Context: an optimization exercise on an open-source flow, tuned for small area, a short achievable clock period and few clock cycles per item. The choices shown serve that exercise and are no tape-out recipe. Where RTL was checked, it was by simulation tests only, not by an equivalence proof against the original. Power figures rest on the tool's default switching activity, not on a simulated workload.

Design ssrb_raster, start of the top module:
module ssrb_raster (
    input  wire        clk,
    input  wire        rst,         
    input  wire        sp_valid,
    output wire        sp_ready,
    input  wire [31:0] sp_data,
    output reg         done,
    input  wire [3:0]  rd_col,
    input  wire [2:0]  rd_row,
    output wire [23:0] rd_pix
);
For scale: ~3100 cells after synthesis, ~1100 flip-flops, ~68 I/O pins, ~38000 um2 of cells after synthesis.
export LEC_CHECK = 0
export CAP_MARGIN = 20
export CORE_MARGIN = 2
export CORE_UTILIZATION = 70
export CTS_CLUSTER_DIAMETER = 50
export CTS_CLUSTER_SIZE = 30
export PLACE_DENSITY = 0.85
export SLEW_MARGIN = 20
export SYNTH_HIERARCHICAL = 1
export SYNTH_MEMORY_MAX_BITS = 16384
export SYNTH_MINIMUM_KEEP_SIZE = 0
create_clock -name core_clock -period 15.0 [get_ports {clk}]
standard.sh (not shown) runs the stock make flow with config.mk's settings and CLKGATE_MAP_FILE= SYNTH_SCRIPT=/design/flow/synth_recipe.tcl, a recipe that flattens the netlist after the stock synthesis.
==> flow/flow/run.sh <==
#!/bin/bash
# Layout flow: the standard flow's own layout (standard.sh, all ORFS steps from the
# standard synthesis to finish) with one change: the buffers that
# buffer_ports puts on every input and output port are buf_4 cells, not the
# cell it picks by default. make's full output goes to standard.log here.
set -euo pipefail
bash standard.sh "BUFFER_PORTS_ARGS=-buffer_cell sky130_fd_sc_hd__buf_4" finish > standard.log 2>&1
Edit:
--- a/flow/design.v
+++ b/flow/design.v
@@ -174,38 +174,44 @@
                     if (f && low[0]) st <= S_IDLE;
                 end
                 default: ;
             endcase
         end
     end
     always @(posedge clk) begin
-        if (ld) begin
+        if (hit) begin
             E   <= sp_data[30:23];
-            P   <= {sp_data[22:0], 4'd0};
             sgn <= sp_data[31];
+        end else if (st == S_SCL) begin
+            E   <= E + {7'd0, nrm};
+        end else if (st == S_DEC && f && ge) begin
+            E   <= E - 8'd3;
+        end
+        if (hit)
+            P   <= {sp_data[22:0], 4'd0};
+        else if (st == S_SCL)
+            P   <= Pn;
+    end
+    always @(posedge clk) begin
+        if (ld) begin
             d   <= 3'd0;
             t   <= 6'd51;
         end else begin
             case (st)
                 S_DEC: begin
                     if (f) begin
                         if (ge) begin
                             d <= d + 3'd1;
                             t <= t + 6'd1;
-                            E <= E - 8'd3;
                         end else begin
                             t <= (d == 3'd4) ? 6'd32 : {3'd0, d};
                         end
                     end
                 end
-                S_SCL: begin
-                    P <= Pn;
-                    E <= E + {7'd0, nrm};
-                    t <= (t == 6'd3) ? 6'd32 : t + 6'd1;
-                end
+                S_SCL: t <= (t == 6'd3) ? 6'd32 : t + 6'd1;
                 S_SRC: if (f) t <= tn;
                 default: ;
             endcase
         end
     end
     reg  [7:0]  base;
     always @(*) begin
@@ -244,15 +250,15 @@
                 pend <= 1'b1;
             end else if (ins) begin
                 pend <= 1'b0;
             end
         end
     end
     always @(posedge clk)
-        if (ld)
+        if (hit)
             row <= nrow;
     reg  [8*W*H-1:0] ring;          
     reg  [W-1:0]     vp;            
     integer r;
     always @(posedge clk) begin
         for (r = 0; r < H; r = r + 1)
             ring[8*W*r +: 8*W] <= {ring[8*W*r +: 8*(W-1)],
- The changed run passed the timing, DRC and antenna checks
- via count stays flat
- combinational power came out higher by 100%
- clock-buffer cell count grows by 5
- first-iteration DRC count climbs by 4.0%
- die area barely changes
- utilization hardly moves
- area after synthesis hardly moves
- wire length decreases by 0.48%
- clock skew is lower by 0.027 ns
- worst setup slack improved by 0.18 ns
Testbench counts after the change, summed over its fixed seeds: cycles 524,560, columns 256.
Function not checked in the first run of this note: the RTL went through the layout flow alone.

========
Another version of the RTL of ssrb_raster (not shown whole).
Size: roughly 3100 cells after synthesis, roughly 68 I/O pins, ~37000 sq um of cells after synthesis.
==> module ssrb_intensity, before the edit <==
module ssrb_intensity (
    input  wire [5:0]  a,
    input  wire [7:0]  E,
    input  wire [26:0] P,
    output wire [2:0]  cg,          
    output wire [2:0]  ce           
);
    localparam F = 27;
    localparam [63:0] R0 = 64'h0000008000400000;
    localparam [63:0] R1 = 64'h0000010000200040;
    localparam [63:0] R2 = 64'h00012ddc67a94380;
    localparam [63:0] R3 = 64'h0007d17a9ab4f98f;
    localparam [63:0] R4 = 64'h00011223d42a2849;
    localparam [63:0] R5 = 64'h0007a7d206ff1bdf;
    localparam [63:0] R6 = 64'hffffb38fd2b609ae;
    localparam [63:0] R7 = 64'h0001eabf1f03129e;
    localparam [63:0] R8 = 64'h0001327e1e506a30;
    localparam [63:0] R9 = 64'hfffd7c8fb1c4836c;
    localparam [63:0] R10 = 64'h000061a21b2023ee;
    localparam [63:0] R11 = 64'h000580e1ef3e1d23;
    localparam [63:0] R12 = 64'hfffa59b89111aaea;
    localparam [63:0] R13 = 64'h000096ca0a8d55e5;
    localparam [63:0] R14 = 64'h0007f4b27184663c;
    localparam [63:0] R15 = 64'hfffe8a5585517733;
    localparam [63:0] R16 = 64'h0005578e503ad493;
    localparam [63:0] R17 = 64'h0006fc40fdf70527;
    localparam [63:0] R18 = 64'hfff8bb15ef9042fa;
    localparam [63:0] R19 = 64'h0003e480c7160930;
    localparam [63:0] R20 = 64'h000442e87de685de;
    localparam [63:0] R21 = 64'hfffd7e5a83530374;
    localparam [63:0] R22 = 64'h00067e3300dbff18;
    localparam [63:0] R23 = 64'hfffd2b56aa8955b5;
    localparam [63:0] R24 = 64'hfff9b39b33126626;
    localparam [63:0] R25 = 64'hfffe3c1c3c1c7838;
    localparam [63:0] R26 = 64'hffffc01fc01f803f;
    localparam [63:0] R27 = 64'h0000001fffe0003f;
    localparam [63:0] R28 = 64'hffffffe00000003f;
    localparam [63:0] R29 = 64'h000000000000003f;
    localparam [63:0] R30 = 64'hffffffffffffffc0;
    localparam [63:0] R31 = 64'h0000000000000000;
    localparam [63:0] R32 = 64'h0000000000000000;
    localparam [63:0] R33 = 64'h0000000000000000;
    localparam [63:0] R34 = 64'hffffffffffffffff;
    reg  [F+7:0] rom;
    always @(*) begin
        rom[0] = R0[a];
        rom[1] = R1[a];
        rom[2] = R2[a];
        rom[3] = R3[a];
        rom[4] = R4[a];
        rom[5] = R5[a];
        rom[6] = R6[a];
        rom[7] = R7[a];
        rom[8] = R8[a];
        rom[9] = R9[a];
        rom[10] = R10[a];
        rom[11] = R11[a];
        rom[12] = R12[a];
        rom[13] = R13[a];
        rom[14] = R14[a];
        rom[15] = R15[a];
        rom[16] = R16[a];
        rom[17] = R17[a];
        rom[18] = R18[a];
        rom[19] = R19[a];
        rom[20] = R20[a];
        rom[21] = R21[a];
        rom[22] = R22[a];
        rom[23] = R23[a];
        rom[24] = R24[a];
        rom[25] = R25[a];
        rom[26] = R26[a];
        rom[27] = R27[a];
        rom[28] = R28[a];
        rom[29] = R29[a];
        rom[30] = R30[a];
        rom[31] = R31[a];
        rom[32] = R32[a];
        rom[33] = R33[a];
        rom[34] = R34[a];
    end
    wire [F+7:0] x = {E, P};
    wire [F+7:0] gb = x & ~rom;      
    wire [F+7:0] eb = ~(x ^ rom);    
    function automatic [1:0] cmp (input [11:0] g, input [11:0] e, input integer n);
        integer k;
        reg gt, eq;
        begin
            gt = 1'b0;
            eq = 1'b1;
            for (k = 11; k >= 0; k = k - 1)
                if (k < n) begin
                    gt = gt | (eq & g[k]);
                    eq = eq & e[k];
                end
            cmp = {gt, eq};
        end
    endfunction
    assign {cg[0], ce[0]} = cmp(gb[11:0],  eb[11:0],  12);
    assign {cg[1], ce[1]} = cmp(gb[23:12], eb[23:12], 12);
    assign {cg[2], ce[2]} = cmp({1'b0, gb[34:24]}, {1'b1, eb[34:24]}, 11);
endmodule
Settings: LEC_CHECK=0, CAP_MARGIN=20, CORE_MARGIN=2, CORE_UTILIZATION=70, CTS_CLUSTER_DIAMETER=80, CTS_CLUSTER_SIZE=28, PLACE_DENSITY=0.85, SLEW_MARGIN=20, SYNTH_HIERARCHICAL=1, SYNTH_MEMORY_MAX_BITS=16384, SYNTH_MINIMUM_KEEP_SIZE=0; clock period 15.0 ns.
==> flow/flow/run.sh <==
#!/bin/bash
# Layout flow: the standard flow's own layout (standard.sh, all ORFS steps from the
# standard synthesis to finish) with one change to the port buffers.
# buffer_ports still gives every input and output port a buffer, a buf_8
# here; then, after global placement, flow/ports.tcl makes all of them but
# those of the read address inputs rd_row and rd_col, which fan out across
# the read port, buf_2 cells. make's full output goes to standard.log here.
set -euo pipefail
bash standard.sh "BUFFER_PORTS_ARGS=-buffer_cell sky130_fd_sc_hd__buf_8" \
    "POST_GLOBAL_PLACE_TCL=$PWD/flow/ports.tcl" finish > standard.log 2>&1
==> flow/flow/ports.tcl <==
# Port buffers. buffer_ports gave every input and output port a buf_8; after
# global placement, the buffers of all ports but the read address inputs
# rd_row and rd_col (which fan out across the read port) become buf_2.
set block [ord::get_db_block]
foreach bterm [$block getBTerms] {
  set name [$bterm getName]
  if {[string match "rd_row*" $name] || [string match "rd_col*" $name]} { continue }
  set net [$bterm getNet]
  if {$net == "NULL"} { continue }
  foreach iterm [$net getITerms] {
    set inst [$iterm getInst]
    set master [[$inst getMaster] getName]
    if {$master == "sky130_fd_sc_hd__buf_8"} {
      puts "port $name: [$inst getName] $master -> sky130_fd_sc_hd__buf_2"
      replace_cell [get_cells [$inst getName]] sky130_fd_sc_hd__buf_2
    }
  }
}
The first run produced a clean layout.
Testbench counts at the start, summed over its fixed seeds: cycles 524,560, columns 256.
Change:
--- a/flow/design.v
+++ b/flow/design.v
@@ -7,33 +7,33 @@
 );
     localparam F = 27;
-    localparam [63:0] R0 = 64'h0000008000400000;
-    localparam [63:0] R1 = 64'h0000010000200040;
-    localparam [63:0] R2 = 64'h00012ddc67a94380;
-    localparam [63:0] R3 = 64'h0007d17a9ab4f98f;
-    localparam [63:0] R4 = 64'h00011223d42a2849;
-    localparam [63:0] R5 = 64'h0007a7d206ff1bdf;
-    localparam [63:0] R6 = 64'hffffb38fd2b609ae;
-    localparam [63:0] R7 = 64'h0001eabf1f03129e;
-    localparam [63:0] R8 = 64'h0001327e1e506a30;
-    localparam [63:0] R9 = 64'hfffd7c8fb1c4836c;
-    localparam [63:0] R10 = 64'h000061a21b2023ee;
-    localparam [63:0] R11 = 64'h000580e1ef3e1d23;
-    localparam [63:0] R12 = 64'hfffa59b89111aaea;
-    localparam [63:0] R13 = 64'h000096ca0a8d55e5;
-    localparam [63:0] R14 = 64'h0007f4b27184663c;
-    localparam [63:0] R15 = 64'hfffe8a5585517733;
-    localparam [63:0] R16 = 64'h0005578e503ad493;
-    localparam [63:0] R17 = 64'h0006fc40fdf70527;
-    localparam [63:0] R18 = 64'hfff8bb15ef9042fa;
-    localparam [63:0] R19 = 64'h0003e480c7160930;
-    localparam [63:0] R20 = 64'h000442e87de685de;
-    localparam [63:0] R21 = 64'hfffd7e5a83530374;
-    localparam [63:0] R22 = 64'h00067e3300dbff18;
-    localparam [63:0] R23 = 64'hfffd2b56aa8955b5;
-    localparam [63:0] R24 = 64'hfff9b39b33126626;
-    localparam [63:0] R25 = 64'hfffe3c1c3c1c7838;
-    localparam [63:0] R26 = 64'hffffc01fc01f803f;
-    localparam [63:0] R27 = 64'h0000001fffe0003f;
-    localparam [63:0] R28 = 64'hffffffe00000003f;
+    localparam [63:0] R0 = 64'h0080008000400000;
+    localparam [63:0] R1 = 64'h0100010000200040;
+    localparam [63:0] R2 = 64'h2dd12ddc67a94380;
+    localparam [63:0] R3 = 64'hd177d17a9ab4f98f;
+    localparam [63:0] R4 = 64'h12211223d42a2849;
+    localparam [63:0] R5 = 64'ha7d7a7d206ff1bdf;
+    localparam [63:0] R6 = 64'hb38fb38fd2b609ae;
+    localparam [63:0] R7 = 64'heab1eabf1f03129e;
+    localparam [63:0] R8 = 64'h3271327e1e506a30;
+    localparam [63:0] R9 = 64'h7c8d7c8fb1c4836c;
+    localparam [63:0] R10 = 64'h61a061a21b2023ee;
+    localparam [63:0] R11 = 64'h80e580e1ef3e1d23;
+    localparam [63:0] R12 = 64'h59ba59b89111aaea;
+    localparam [63:0] R13 = 64'h96c096ca0a8d55e5;
+    localparam [63:0] R14 = 64'hf4b7f4b27184663c;
+    localparam [63:0] R15 = 64'h8a5e8a5585517733;
+    localparam [63:0] R16 = 64'h5785578e503ad493;
+    localparam [63:0] R17 = 64'hfc46fc40fdf70527;
+    localparam [63:0] R18 = 64'hbb18bb15ef9042fa;
+    localparam [63:0] R19 = 64'he483e480c7160930;
+    localparam [63:0] R20 = 64'h42e442e87de685de;
+    localparam [63:0] R21 = 64'h7e5d7e5a83530374;
+    localparam [63:0] R22 = 64'h7e367e3300dbff18;
+    localparam [63:0] R23 = 64'h2b5d2b56aa8955b5;
+    localparam [63:0] R24 = 64'hb399b39b33126626;
+    localparam [63:0] R25 = 64'h3c1e3c1c3c1c7838;
+    localparam [63:0] R26 = 64'hc01fc01fc01f803f;
+    localparam [63:0] R27 = 64'h0010001fffe0003f;
+    localparam [63:0] R28 = 64'hffefffe00000003f;
     localparam [63:0] R29 = 64'h000000000000003f;
     localparam [63:0] R30 = 64'hffffffffffffffc0;
The new run ran to the end with no violations.
Global-route usage falls by 0.22 points.
Power climbs slightly.
Die area shrinks slightly.
Wire length fell slightly.
Count of clock-buffer cells in the layout came out higher by 3.
Setup slack improves by 0.046 ns.
Core utilization hardly moves.
Worst hold slack stays flat.
Sequential share of layout area rises by 0.25 points.
Testbench counts after the change, summed over its fixed seeds: cycles 524,560, columns 256.

==> separate check: timing with driven ports <==
In the flow no input, the clock included, has a driving cell. The finished layouts below were timed again as built, in two steps.
Step 1 (the two cells are an assumption about what drives the block):
set clk [get_ports {clk}]
set_driving_cell -lib_cell sky130_fd_sc_hd__clkbuf_16 $clk
set_driving_cell -lib_cell sky130_fd_sc_hd__buf_2 [delete_from_list [all_inputs] $clk]
Step 2 moves the port delays by t, midway between the first and last clock arrival at a register: inputs arrive t later, outputs are due t later. That takes back most of the time a late clock gives input paths.
Slacks: ideal / step 1 / step 2; pairs: ideal / step 1.
run	shift t [ns]	slack for setup (ns)	worst setup path after step 2	worst data-port slew with drivers (ns)
the first run of note 1	0.696	9.872 / 9.910 / 9.215	input to register	0.07
the second run of note 1	0.707	10.055 / 10.089 / 9.382	input to register	0.06
the first run of note 2	0.683	10.428 / 10.435 / 9.755	input to register	0.05
the second run of note 2	0.689	10.474 / 10.414 / 9.794	input to register	0.05
After both steps every run listed still meets setup and hold. For the second run of note 2, which loses most, drivers alone change the setup slack by -0.060 ns; drivers and shift together by -0.680 ns.
